Context: an optimization exercise on an open-source flow, tuned for small area and a short achievable clock period. The choices shown serve that exercise and are no tape-out recipe. In this exercise RTL edits were held to simulation tests only and were not proved equivalent to the original. Power figures rest on the tool's default switching activity, not on a simulated workload.

`flow/design.v`:
```
module acc_scale24 (
    input  wire [7:0] c,
    output wire [2:0] level
);
    wire [10:0] prod = c * 11'd5;
    wire [10:0] quot = prod / 11'd255;
    assign level = quot[2:0];
endmodule
module acc_rgb_code (
    input  wire [2:0] red,
    input  wire [2:0] green,
    input  wire [2:0] blue,
    output wire [7:0] code
);
    assign code = 8'd16 + 8'd36 * red + 8'd6 * green + blue;
endmodule
module acc_classify (
    input  wire [7:0]  code,
    output reg  [10:0] var_out
);
    wire [7:0] rem   = code - 8'd16;
    wire [7:0] red   = rem / 8'd36;
    wire [7:0] green = (rem / 8'd6) % 8'd6;
    wire [7:0] blue  = rem % 8'd6;
    wire [7:0] level = code - 8'd232;
    always @* begin
        if (code <= 8'd7)
            var_out = {2'd0, 6'd0, code[2:0]};
        else if (code <= 8'd15)
            var_out = {2'd1, 6'd0, code[2:0]};
        else if (code <= 8'd231)
            var_out = {2'd2, red[2:0], green[2:0], blue[2:0]};
        else
            var_out = {2'd3, 4'd0, level[4:0]};
    end
endmodule
module acc_var_encode (
    input  wire [10:0] var_in,
    output reg  [7:0]  code,
    output reg         illegal,
    output reg         range_err,
    output reg  [7:0]  bad_value
);
    wire [1:0] tag   = var_in[10:9];
    wire [2:0] red   = var_in[8:6];
    wire [2:0] green = var_in[5:3];
    wire [2:0] blue  = var_in[2:0];
    wire [4:0] level = var_in[4:0];
    wire [7:0] rgb_code;
    acc_rgb_code u_rgb (.red(red), .green(green), .blue(blue), .code(rgb_code));
    always @* begin
        code      = 8'd0;
        illegal   = 1'b0;
        range_err = 1'b0;
        bad_value = 8'd0;
        case (tag)
            2'd0: begin
                if (var_in[8:3] != 6'd0) illegal = 1'b1;
                else                     code = {5'd0, var_in[2:0]};
            end
            2'd1: begin
                if (var_in[8:3] != 6'd0) illegal = 1'b1;
                else                     code = 8'd8 + {5'd0, var_in[2:0]};
            end
            2'd2: begin
                if (red > 3'd5) begin
                    range_err = 1'b1;
                    bad_value = {5'd0, red};
                end else if (green > 3'd5) begin
                    range_err = 1'b1;
                    bad_value = {5'd0, green};
                end else if (blue > 3'd5) begin
                    range_err = 1'b1;
                    bad_value = {5'd0, blue};
                end else begin
                    code = rgb_code;
                end
            end
            default: begin
                if (var_in[8:5] != 4'd0) illegal = 1'b1;
                else if (level > 5'd23) begin
                    range_err = 1'b1;
                    bad_value = {3'd0, level};
                end else begin
                    code = 8'd232 + {3'd0, level};
                end
            end
        endcase
    end
endmodule
module acc (
    input  wire        clk,
    input  wire        rst,
    input  wire        req_valid,
    input  wire [31:0] req_word,
    output wire        rsp_valid,
    output wire [31:0] rsp_word
);
    localparam [3:0] ST_OK      = 4'd0;
    localparam [3:0] ST_RANGE   = 4'd1;
    localparam [3:0] ST_ILLEGAL = 4'd2;
    localparam [3:0] ST_END     = 4'd3;
    localparam [3:0] OP_ENC_NORMAL = 4'h1;
    localparam [3:0] OP_ENC_BRIGHT = 4'h2;
    localparam [3:0] OP_ENC_RGB    = 4'h3;
    localparam [3:0] OP_ENC_GREY   = 4'h4;
    localparam [3:0] OP_ENC_RGB24  = 4'h5;
    localparam [3:0] OP_ENC_VAR    = 4'h6;
    localparam [3:0] OP_CLASSIFY   = 4'h7;
    localparam [3:0] OP_FROMCODE   = 4'h8;
    localparam [3:0] OP_NEW_RGB    = 4'h9;
    localparam [3:0] OP_NEW_GREY   = 4'hA;
    localparam [3:0] OP_NEW_RGB24  = 4'hB;
    localparam [3:0] OP_SEQ_START  = 4'hC;
    localparam [3:0] OP_SEQ_NEXT   = 4'hD;
    wire [3:0] op    = req_word[31:28];
    wire [3:0] mbz   = req_word[27:24];
    wire [7:0] red   = req_word[23:16];
    wire [7:0] green = req_word[15:8];
    wire [7:0] blue  = req_word[7:0];
    wire [7:0] level = req_word[7:0];
    wire [7:0] code  = req_word[7:0];
    wire [2:0] idx   = req_word[2:0];
    wire [2:0] sel   = req_word[2:0];
    reg       seq_active;
    reg [7:0] seq_cur;
    reg [7:0] seq_last;
    reg       rgb_bad;
    reg [7:0] rgb_bad_value;
    always @* begin
        rgb_bad       = 1'b1;
        rgb_bad_value = 8'd0;
        if (red > 8'd5)        rgb_bad_value = red;
        else if (green > 8'd5) rgb_bad_value = green;
        else if (blue > 8'd5)  rgb_bad_value = blue;
        else                   rgb_bad = 1'b0;
    end
    wire grey_bad = level > 8'd23;
    wire [7:0] rgb_code;
    acc_rgb_code u_rgb_code (
        .red(red[2:0]), .green(green[2:0]), .blue(blue[2:0]), .code(rgb_code)
    );
    wire [2:0] s_red, s_green, s_blue;
    acc_scale24 u_scale_r (.c(red),   .level(s_red));
    acc_scale24 u_scale_g (.c(green), .level(s_green));
    acc_scale24 u_scale_b (.c(blue),  .level(s_blue));
    wire [7:0] rgb24_code;
    acc_rgb_code u_rgb24_code (
        .red(s_red), .green(s_green), .blue(s_blue), .code(rgb24_code)
    );
    wire [7:0] venc_code;
    wire       venc_illegal, venc_range;
    wire [7:0] venc_bad;
    acc_var_encode u_var_encode (
        .var_in(req_word[10:0]), .code(venc_code), .illegal(venc_illegal),
        .range_err(venc_range), .bad_value(venc_bad)
    );
    wire [10:0] cls_var;
    acc_classify u_classify (.code(code), .var_out(cls_var));
    reg  [3:0]  status;
    reg  [23:0] data;
    reg         do_start;
    reg         do_next;
    always @* begin
        status   = ST_OK;
        data     = 24'd0;
        do_start = 1'b0;
        do_next  = 1'b0;
        if (mbz != 4'd0) begin
            status = ST_ILLEGAL;
        end else begin
            case (op)
                OP_ENC_NORMAL: begin
                    if (req_word[23:3] != 21'd0) status = ST_ILLEGAL;
                    else                         data = {21'd0, idx};
                end
                OP_ENC_BRIGHT: begin
                    if (req_word[23:3] != 21'd0) status = ST_ILLEGAL;
                    else                         data = 24'd8 + {21'd0, idx};
                end
                OP_ENC_RGB: begin
                    if (rgb_bad) begin
                        status = ST_RANGE;
                        data   = {16'd0, rgb_bad_value};
                    end else begin
                        data = {16'd0, rgb_code};
                    end
                end
                OP_ENC_GREY: begin
                    if (req_word[23:8] != 16'd0) status = ST_ILLEGAL;
                    else if (grey_bad) begin
                        status = ST_RANGE;
                        data   = {16'd0, level};
                    end else begin
                        data = 24'd232 + {16'd0, level};
                    end
                end
                OP_ENC_RGB24: begin
                    data = {16'd0, rgb24_code};
                end
                OP_ENC_VAR: begin
                    if (req_word[23:11] != 13'd0 || venc_illegal) status = ST_ILLEGAL;
                    else if (venc_range) begin
                        status = ST_RANGE;
                        data   = {16'd0, venc_bad};
                    end else begin
                        data = {16'd0, venc_code};
                    end
                end
                OP_CLASSIFY: begin
                    if (req_word[23:8] != 16'd0) status = ST_ILLEGAL;
                    else                         data = {13'd0, cls_var};
                end
                OP_FROMCODE: begin
                    if (req_word[23:8] != 16'd0) status = ST_ILLEGAL;
                    else                         data = {16'd0, code};
                end
                OP_NEW_RGB: begin
                    if (rgb_bad) begin
                        status = ST_RANGE;
                        data   = {16'd0, rgb_bad_value};
                    end else begin
                        data = {13'd0, 2'd2, red[2:0], green[2:0], blue[2:0]};
                    end
                end
                OP_NEW_GREY: begin
                    if (req_word[23:8] != 16'd0) status = ST_ILLEGAL;
                    else if (grey_bad) begin
                        status = ST_RANGE;
                        data   = {16'd0, level};
                    end else begin
                        data = {13'd0, 2'd3, 4'd0, level[4:0]};
                    end
                end
                OP_NEW_RGB24: begin
                    data = {13'd0, 2'd2, s_red, s_green, s_blue};
                end
                OP_SEQ_START: begin
                    if (req_word[23:3] != 21'd0 || sel > 3'd4) status = ST_ILLEGAL;
                    else                                       do_start = 1'b1;
                end
                OP_SEQ_NEXT: begin
                    if (req_word[23:0] != 24'd0) status = ST_ILLEGAL;
                    else if (!seq_active)        status = ST_END;
                    else begin
                        data    = {16'd0, seq_cur};
                        do_next = 1'b1;
                    end
                end
                default: status = ST_ILLEGAL;
            endcase
        end
    end
    reg [7:0] sel_first, sel_last;
    always @* begin
        case (sel)
            3'd1:    begin sel_first = 8'd0;   sel_last = 8'd7;   end
            3'd2:    begin sel_first = 8'd8;   sel_last = 8'd15;  end
            3'd3:    begin sel_first = 8'd16;  sel_last = 8'd231; end
            3'd4:    begin sel_first = 8'd232; sel_last = 8'd255; end
            default: begin sel_first = 8'd0;   sel_last = 8'd255; end
        endcase
    end
    wire accept = req_valid && !rst;
    always @(posedge clk) begin
        if (rst) begin
            seq_active <= 1'b0;
            seq_cur    <= 8'd0;
            seq_last   <= 8'd0;
        end else if (accept && do_start) begin
            seq_active <= 1'b1;
            seq_cur    <= sel_first;
            seq_last   <= sel_last;
        end else if (accept && do_next) begin
            if (seq_cur == seq_last) seq_active <= 1'b0;
            else                     seq_cur    <= seq_cur + 8'd1;
        end
    end
    assign rsp_valid = accept;
    assign rsp_word  = {status, 4'd0, data};
endmodule
```
`flow/run.sh`:
```
#!/bin/bash
# synth_recipe.tcl (not shown) runs the flow's synth.tcl, then flattens the netlist and writes it again
# the make line also repeats each setting of config.mk as NAME=value (left out here)
make -C /OpenROAD-flow-scripts/flow DESIGN_CONFIG=/design/flow/config.mk WORK_HOME=/design/flow/orfs CLKGATE_MAP_FILE= SYNTH_SCRIPT=/design/flow/synth_recipe.tcl finish
```
`flow/config.mk`:
```
export PLATFORM = sky130hd
export DESIGN_NAME = acc
export DESIGN_NICKNAME = acc
export VERILOG_FILES = /design/flow/design.v
export SDC_FILE = /design/flow/constraint.sdc
export NUM_CORES = 4
export LEC_CHECK = 0
export CAP_MARGIN = 20
export CORE_MARGIN = 2
export CORE_UTILIZATION = 40
export SLEW_MARGIN = 20
```
`flow/constraint.sdc`:
```
create_clock -name core_clock -period 11.0 [get_ports {clk}]
set_input_delay 2.2000 -clock core_clock [delete_from_list [all_inputs] [get_ports {clk}]]
set_output_delay 2.2000 -clock core_clock [all_outputs]
set_load 0.01 [all_outputs]
```
==> flow_results.org <==
** Detailed routing
- Before antenna repair, the detailed router went through 5 iterations.
- In the routed layout, each cell is associated on average with a via count of 5.90.
- Post-detailed-routing wire length :: 21400 microns
- Number of vias after detailed routing :: 7447
- DRC marker count from the first detailed-route iteration :: 630
- In this run the remaining antenna-violating nets after routing total 0.
- For this run, design rule violations remaining after detail routing come to 0.
- After detailed routing, the average wire length per cell comes to 17.0 microns.

** Synthesis
- Count of yosys warnings during synthesis :: 3
- Ranked by total cell area, the synthesized netlist is headed by ha_1, a21oi_1, o21ai_0.
- Yosys top cell area share :: 17.5%
- Yosys instantiated no cell more often than ha_1.
- In this run the mean area of a mapped cell was 6.97 sq um.
- Async set-reset flop share out of synthesis :: 0%
- Flip-flop and latch count after synthesis :: 13
- Synth Cell Area :: 0.00680 sq mm
- In this run, synthesis inferred 0 flip-flops with an integrated enable.
- Ranked by instance count, the synthesized netlist is headed by ha_1, a21oi_1, nand2_1.
- The number of different library cells used by synthesis comes to 93.
- For this run, the leading register cell type out of synthesis is dfxtp_1.
- Number of cells produced by synthesis :: 976
- Leading area contributor after synthesis :: ha_1
- Sequential share of the synthesized area :: 3.83%

** STA
- Count of final setup violators :: 0
- Number of slew-limit violations in the final report :: 0
- Summed over all failing endpoints, the final setup total negative slack is 0 ns.
- Based on the critical path, the design can be clocked at up to 0.0929 GHz.
- Transition time at the pin with the least slew margin :: 0.951 ns
- Setup repair after global routing could not meet its margin everywhere.
- The tightest hold path in the finished design has a slack of 0.491 ns.
- Subtracting the final worst setup slack from the clock period gives 10.77 ns.
- Post-route setup slack :: 0.233 ns
- Clock skew on the completed layout was measured at 0.000150 ns.
- Period utilisation layout :: 97.9%
- Slew Limit Headroom :: 36.1%
- Hold Vio Cnt, Final :: 0

** Place
- Once detailed placement completed, the half-perimeter wirelength came to 17000 microns.
- Routability congestion estimate from global placement :: 0.980
- Cell Area, Placed :: 0.00769 sq mm
- Post-Place Cells :: 1256
- Count of input and output buffers :: 48
- Setup WS pre-CTS :: -0.0966 ns

** Floorplanning
- The die is 134 microns wide.
- In this run the count of I/O pins placed on the die edge is 68.
- Once the floorplan was initialized, standard cells occupied 41.0% of the core.
- Die area :: 0.0181 sq mm
- The floorplan has 47 rows.
- The core region is 0.0166 sq mm.
- Die Y-Extent :: 134 microns

** Clock tree
- Clock net sink count :: 13
- Clock root buffer :: clkbuf_16
- TritonCTS built the clock tree.
- Number of buffers between clock root and the deepest sink :: 2
- Number of CTS-inserted buffers :: 3
- For this design, the CTS-stage hold fixing added 0 buffers.
- H-tree depth reported by CTS :: 1
- The clock reaches the later pin of the worst-skew pair after 0.23 ns.
- Clock-pin slew was measured on the worst setup and hold paths at 0.04 ns.

** Worst setup path
- Data on the critical path arrives at its endpoint at 8.57 ns.
- Biggest fanout along the worst timing path :: 4
- On the critical path, the stage with the largest delay is an instance of clkdlybuf4s50_1.
- Count of buffer and inverter cells on the critical path :: 5
- The worst setup path is captured at an output port.
- WS Path Type :: in -> out
- Measured in cells, the most critical reg-to-reg path has a length of 9.
- Most frequent CP cell :: a21o_1
- Startpoint Class :: input pin
- The critical path runs through a total of 32 cells.
- Required time at the endpoint of the critical path :: 8.80 ns
- The kind of cell with the highest combined delay along the critical path is adder cells.
- Maximum cell stage delay along the critical path :: 0.54 ns

** GRT
- Global-route wire length before repair :: 34800 microns
- Overall Global Routing Usage :: 23.2%
- Vias in the first global route :: 6816
- Maximum number of pins on one net before global-route repair :: 38
- The initial antenna violation count was 0.
- The total overflow left after global routing is 0.

** Power and ir drop
- Total design power :: 0.616 mW
- In this run the static leakage power is 3.39 nW.
- Worst voltage drop across the vdd grid :: 0.0846 mV
- Power per cell area :: 78.3 mW/mm^2

** Layout
- Final net count :: 1185
- Syn-to-layout area delta :: 15.7%
- Share of layout cells above drive strength 1 :: 10.5%
- Post-Layout Cell Count :: 1262
- Number of antenna cells inserted :: 0
- Counting the fill cells in the layout gives 1735.
- Final Instance Area :: 0.00787 sq mm
- In the final layout, flip-flops and latches occupy 260 sq um.
- Multi-input logic area :: 0.00612 sq mm
- Final core area utilization :: 47.4%

** Hold path
- The worst hold path passes through 2 cells.
- The min-delay analysis places its worst path in the category reg -> reg.

** Status
- Result of the run :: no timing/DRC/antenna violations

** Flow run
- Across the run, the number of max-cap violations was 0.
==> cell usage in the layout, fill, tap and decap left out, types with 33 or more instances in the layout <==
cell type	n
xnor2_1	33
nand2_1	81
buf_4	55
a21oi_1	83
ha_1	91
clkdlybuf4s50_1	44
nand3_1	43
o21ai_0	64
nor2_1	79
inv_1	60
==> layout make-up <==
cell class / count / area share, %
multi-input cells: 859 / 77.8
repair buffers: 103 / 11.4
well taps: 220 / 3.50
flip-flops and latches: 13 / 3.31
inverters: 63 / 3.01
clock buffers: 4 / 1.00
==> logic make-up (layout without fill, tap and decap cells) <==
kind of cell / after synthesis / after routing / share of synthesized area (%)
buffers and inverters: 122 / 170 / 8.39
muxes: 17 / 17 / 2.58
and+or+nand+nor: 334 / 334 / 24.7
AOI/OAI and AO/OA: 327 / 327 / 32.1
other: 1 / 19 / 0.0552
xor gates and xnor gates: 53 / 53 / 7.05
adders and majority gates: 109 / 109 / 21.3
DFF: 13 / 13 / 3.83
==> layer usage <==
| layer | share of wire, % | global-route usage [%] | up-vias |
|---|---|---|---|
| li1 | - | - | 3714 |
| met1 | 47 | 33.6 | 3468 |
| met2 | 45 | 38.1 | 242 |
| met3 | 6.4 | 2.31 | 23 |
| met4 | 1.3 | 3.04 | 0 |
| met5 | 0 | 0 | - |
==> worst paths after layout <==
kind                                         startpoint                 endpoint  slack (ns)
worst max-delay path                        req_word[9]              rsp_word[7]        0.23
worst min register to register  seq_active$_SDFFE_PP0P_  seq_active$_SDFFE_PP0P_        0.49
worst min-delay path            seq_active$_SDFFE_PP0P_  seq_active$_SDFFE_PP0P_        0.49
worst max register to register  seq_cur[5]$_SDFFE_PP0P_  seq_cur[4]$_SDFFE_PP0P_        8.68
==> flip-flops by register name, indices dropped and copies added, names as in the netlist <==
| signal | count |
|---|---|
| seq_last | 4 |
| seq_cur | 8 |
| seq_active | 1 |
==> worst min-delay path, stage by stage, from the launching register on <==
cell     delay (ns)
dfxtp_1        0.32
o31ai_1        0.07
a21oi_1        0.06
==> repair_timing <==
action | CTS | global route
setup endpoints to repair | 2 | 6
gates resized for setup | 5 | 20
endpoints found under the hold margin | 0 | 0
buffers inserted | 0 | 2
pin swaps | 2 | 6
==> where the power goes <==
group          leakage [nW]  internal, mW   switching [mW]  total (mW)
registers             0.105        0.0473  0.0000000000344      0.0473
clock network        0.0382        0.0487           0.0178      0.0664
logic                  3.24         0.218            0.284       0.502
total                  3.39         0.314            0.302       0.616

## static timing again, ports no longer ideal
The results above use ideal ports. As a check the final layout listed here was re-extracted and re-timed, cells and wires unchanged.
Step 1: set_driving_cell puts a clkbuf_16 on clk and a buf_2 on each other input, an assumption about the parent block.
Step 2 adds t to the input delays and takes it off the output delays; t is the mean of the earliest and latest rising clock arrival at the registers after step 1. Input paths then give back, and output paths get back, about the clock's delay inside the block.
Three values: ideal, step 1, step 2; two values: the first two.
shift t [ns]: 0.258
setup slack, ns: 0.233 / 0.208 / 0.208
worst setup path at the end: input to output
slew at the worst register clock pin (ns): 0.04 / 0.04
worst data-port slew with drivers (ns): 0.04
After both steps this run still meets setup and hold. For this run, drivers alone change the setup slack by -0.025 ns; drivers and shift together by -0.025 ns.
